What follows belongs to an exercise in optimizing a design on an open flow for small area, a short achievable clock period and few clock cycles; a production flow would make more cautious choices. Only simulation tests tie the RTL to the original design; equivalence was not proved.

## job 101
Design pong_physics, start of the top module:
module pong_physics (
    input  wire        clk,
    input  wire        rst,
    input  wire        cmd_valid,
    input  wire [39:0] cmd,
    output wire        cmd_ready,
    output reg         resp_valid,
    output reg  [15:0] resp,
    input  wire        tick_req
);
Size: ~2,900 cells after synthesis, roughly 62 I/O pins.
clock: 30.0 ns
lec_check: 0
abc_area: 1
cap_margin: 20
core_margin: 2
core_utilization: 40
cts_cluster_diameter: 100
cts_cluster_size: 20
slew_margin: 20
standard.sh (not shown) runs the stock make flow with config.mk's settings and CLKGATE_MAP_FILE= SYNTH_SCRIPT=/design/flow/synth_recipe.tcl, a recipe that flattens the netlist after the stock synthesis.
==> flow/flow/run.sh <==
#!/bin/bash
set -euo pipefail
export BUFFER_PORTS_ARGS="-buffer_cell sky130_fd_sc_hd__buf_2"
bash standard.sh > standard.log 2>&1
Job 101: full flow OK, the timing, design-rule and antenna checks passed
Testbench counts of job 101, summed over its fixed seeds: cycles 32,694.
Edits applied to the flow inputs when going from job 101 to job 102:
-- flow/design.v --
<<< job 101, line 87
    endfunction
    function [15:0] tdiv4;
        input [15:0] x;
        begin
            tdiv4 = radd({{2{x[15]}}, x[15:2]}, 16'd0, x[15] && (x[1:0] != 2'd0));
        end
    endfunction
    reg [15:0] px, py, vx, vy, spin;
    reg [15:0] pos0, pos1, vr0, vr1;
    reg        vm0, vm1;
    reg [7:0]  sc0, sc1;
    reg        tick_en;
>>> job 102, line 87
    endfunction
    function [15:0] tdiv4;
        input [17:0] x;
        begin
            tdiv4 = radd(x[17:2], 16'd0, x[17] && (x[1:0] != 2'd0));
        end
    endfunction
    reg [15:0] px, py, vx, vy, spin;
    reg [15:0] pos0, pos1;
    reg [17:0] vr0, vr1;    
    reg [7:0]  sc0, sc1;
    reg        tick_en;
<<< job 101, line 125
    wire do_step   = (want_step && sv) || pstep;
    wire step_tick = pstep ? ptick : !c_step;
    wire [15:0] vel0 = vm0 ? tdiv4(vr0) : vr0;
    wire [15:0] vel1 = vm1 ? tdiv4(vr1) : vr1;
    wire [15:0] sx   = sv ? s1r : spin;
    wire [15:0] ch1  = chain13({1'b1, ~sx[15], sx[14:4]});
>>> job 102, line 125
    wire do_step   = (want_step && sv) || pstep;
    wire step_tick = pstep ? ptick : !c_step;
    wire [15:0] vel0 = tdiv4(vr0);
    wire [15:0] vel1 = tdiv4(vr1);
    wire [15:0] sx   = sv ? s1r : spin;
    wire [15:0] ch1  = chain13({1'b1, ~sx[15], sx[14:4]});
<<< job 101, line 340
        rst_q <= rst;
        vxp   <= !vx[15] && (vx[14:0] != 15'd0);
        if (rst) begin
            bst        <= B_IDLE;
            sv         <= 1'b0;
            busy       <= 1'b1;
            pstep      <= 1'b0;
            resp_valid <= 1'b0;
        end else begin
            resp_valid <= (acc_cmd && !c_bounce && !c_walls) ||
                          (bcr && ((bst == B_HIT) || (bst == B_W0)));
>>> job 102, line 340
        rst_q <= rst;
        vxp   <= !vx[15] && (vx[14:0] != 15'd0);
        begin
            resp_valid <= (acc_cmd && !c_bounce && !c_walls) ||
                          (bcr && ((bst == B_HIT) || (bst == B_W0)));
<<< job 101, line 400
                    8'h20: begin
                        if (sel) begin
                            vr1  <= s_sum;
                            vm1  <= 1'b1;
                            pos1 <= imm;
                        end else begin
                            vr0  <= s_sum;
                            vm0  <= 1'b1;
                            pos0 <= imm;
                        end
>>> job 102, line 394
                    8'h20: begin
                        if (sel) begin
                            vr1  <= {{2{s_sum[15]}}, s_sum};
                            pos1 <= imm;
                        end else begin
                            vr0  <= {{2{s_sum[15]}}, s_sum};
                            pos0 <= imm;
                        end
<<< job 101, line 413
                            if (sel) pos1 <= imm; else pos0 <= imm;
                        end else if (opb == 8'd1) begin
                            if (sel) begin vr1 <= imm; vm1 <= 1'b0; end
                            else     begin vr0 <= imm; vm0 <= 1'b0; end
                        end
                    end
>>> job 102, line 405
                            if (sel) pos1 <= imm; else pos0 <= imm;
                        end else if (opb == 8'd1) begin
                            if (sel) vr1 <= {imm, 2'b00};
                            else     vr0 <= {imm, 2'b00};
                        end
                    end
<<< job 101, line 427
            end
        end
        if (rst_q) begin
            sc0     <= 8'h00;
            sc1     <= 8'h00;
>>> job 102, line 419
            end
        end
        if (rst || rst_q) begin
            busy       <= 1'b1;
            resp_valid <= 1'b0;
        end
        if (rst_q) begin
            bst     <= B_IDLE;
            sv      <= 1'b0;
            pstep   <= 1'b0;
            sc0     <= 8'h00;
            sc1     <= 8'h00;
<<< job 101, line 442
            pos0 <= 16'd512;
            pos1 <= 16'd512;
            vr0  <= 16'd0;
            vr1  <= 16'd0;
        end
    end
>>> job 102, line 441
            pos0 <= 16'd512;
            pos1 <= 16'd512;
            vr0  <= 18'd0;
            vr1  <= 18'd0;
        end
    end
Notes after the runs:
Going from job 101 to job 102, total vias in the final route shrinks by 809.
Job 102 against job 101; design area is down by a few percent.
Clock network area share in job 102 is 0.26 points below job 101.
Job 102 against job 101: area share of xor/xnor cells in the synthesized design has remained practically unchanged, initial cell density of the core shows a reduction of 0.41 points, layout overhead on the synthesized area up 0.16 points.
Testbench counts of job 102, summed over its fixed seeds: cycles 32,694.

---

Setup of main:
pong_physics, a different RTL version from the one above (not shown whole).
Size: roughly 2900 cells after synthesis, ~0.021 mm² of cells after synthesis.
## pong_physics
module pong_physics (
    input  wire        clk,
    input  wire        rst,
    input  wire        cmd_valid,
    input  wire [39:0] cmd,
    output wire        cmd_ready,
    output reg         resp_valid,
    output reg  [15:0] resp,
    input  wire        tick_req
);
clock: 30.0 ns
lec_check: 0
abc_area: 1
cap_margin: 20
core_margin: 2
core_utilization: 40
cts_cluster_diameter: 100
cts_cluster_size: 20
slew_margin: 20
Scripts as last shown in full above: flow/flow/run.sh
Testbench counts of main, summed over its fixed seeds: cycles 32,694.
--- input diff main..the feature branch ---
-- flow/design.v --
<<< main, line 161
    wire        c2   = sx[15] && !((dd[3:0] == 4'd0) && (r2 == 2'd0));
    wire [2:0]  dvkn = kk + {2'd0, c2};
    wire        vxp  = !vx[15] && (vx[14:0] != 15'd0);
    wire [15:0] dq16 = {{5{dvq[10]}}, dvq};
    wire [15:0] dk16 = {{13{dvk[2]}}, dvk};
>>> the feature branch, line 161
    wire        c2   = sx[15] && !((dd[3:0] == 4'd0) && (r2 == 2'd0));
    wire [2:0]  dvkn = kk + {2'd0, c2};
    reg         vxp;
    wire [15:0] dq16 = {{5{dvq[10]}}, dvq};
    wire [15:0] dk16 = {{13{dvk[2]}}, dvk};
<<< main, line 264
    end
    wire spin_wr = (bst == B_SP1) || (bst == B_SP2) || hx || rst_q ||
                   (acc_cmd && ((op == 8'h19 && opa == 8'd4) || op == 8'h14));
    wire sv_n  = !spin_wr;
    always @(posedge clk) begin
>>> the feature branch, line 264
    end
    wire spin_wr = (bst == B_SP1) || (bst == B_SP2) || hx || rst_q ||
                   (bst == B_VX) ||
                   (acc_cmd && ((op == 8'h19 && (opa == 8'd4 || opa == 8'd2)) || op == 8'h14));
    wire sv_n  = !spin_wr;
    always @(posedge clk) begin
<<< main, line 283
        endcase
        rst_q <= rst;
        if (rst) begin
            bst        <= B_IDLE;
>>> the feature branch, line 284
        endcase
        rst_q <= rst;
        vxp   <= !vx[15] && (vx[14:0] != 15'd0);
        if (rst) begin
            bst        <= B_IDLE;
Findings:
- The feature branch vs main, clock buffer and inverter area fraction after layout went up by 0.52 points.
- The feature branch — synthesis-to-layout area growth 0.47 points higher, main as reference
- Of the feature branch and main, the run reporting the higher met1 routing resource usage after global routing was the feature branch.
- Taking main as the reference, in the feature branch clock period minus final worst setup slack now larger; via density per instance went up 1.6%.
Testbench counts of the feature branch, summed over its fixed seeds: cycles 32,694.

[port drivers added, routing unchanged]
The flow's constraints put no driver on any port. The routed layouts listed below were extracted and timed again, unchanged, in two steps. Step 1: set_driving_cell puts a clkbuf_16 on clk and a buf_2 on each other input, an assumption about the parent block. Step 2 moves the port delays by t, midway between the first and last clock arrival at a register: inputs arrive t later, outputs are due t later. That takes back most of the time a late clock gives input paths. Three values: no drivers, after step 1, after step 2; two values: the first two.
run | t, ns | slack for setup (ns) | worst setup path at the end
job 101 | 0.588 | 17.090 / 17.064 / 17.064 | input to output
job 102 | 0.591 | 17.694 / 17.672 / 17.672 | input to output
main | 0.593 | 17.515 / 17.495 / 17.495 | input to output
the feature branch | 0.615 | 17.433 / 17.405 / 17.405 | input to output
After both steps every run listed still meets setup and hold. The setup slack of the feature branch, which loses most, moves by -0.028 ns with the drivers and by -0.028 ns with both steps.
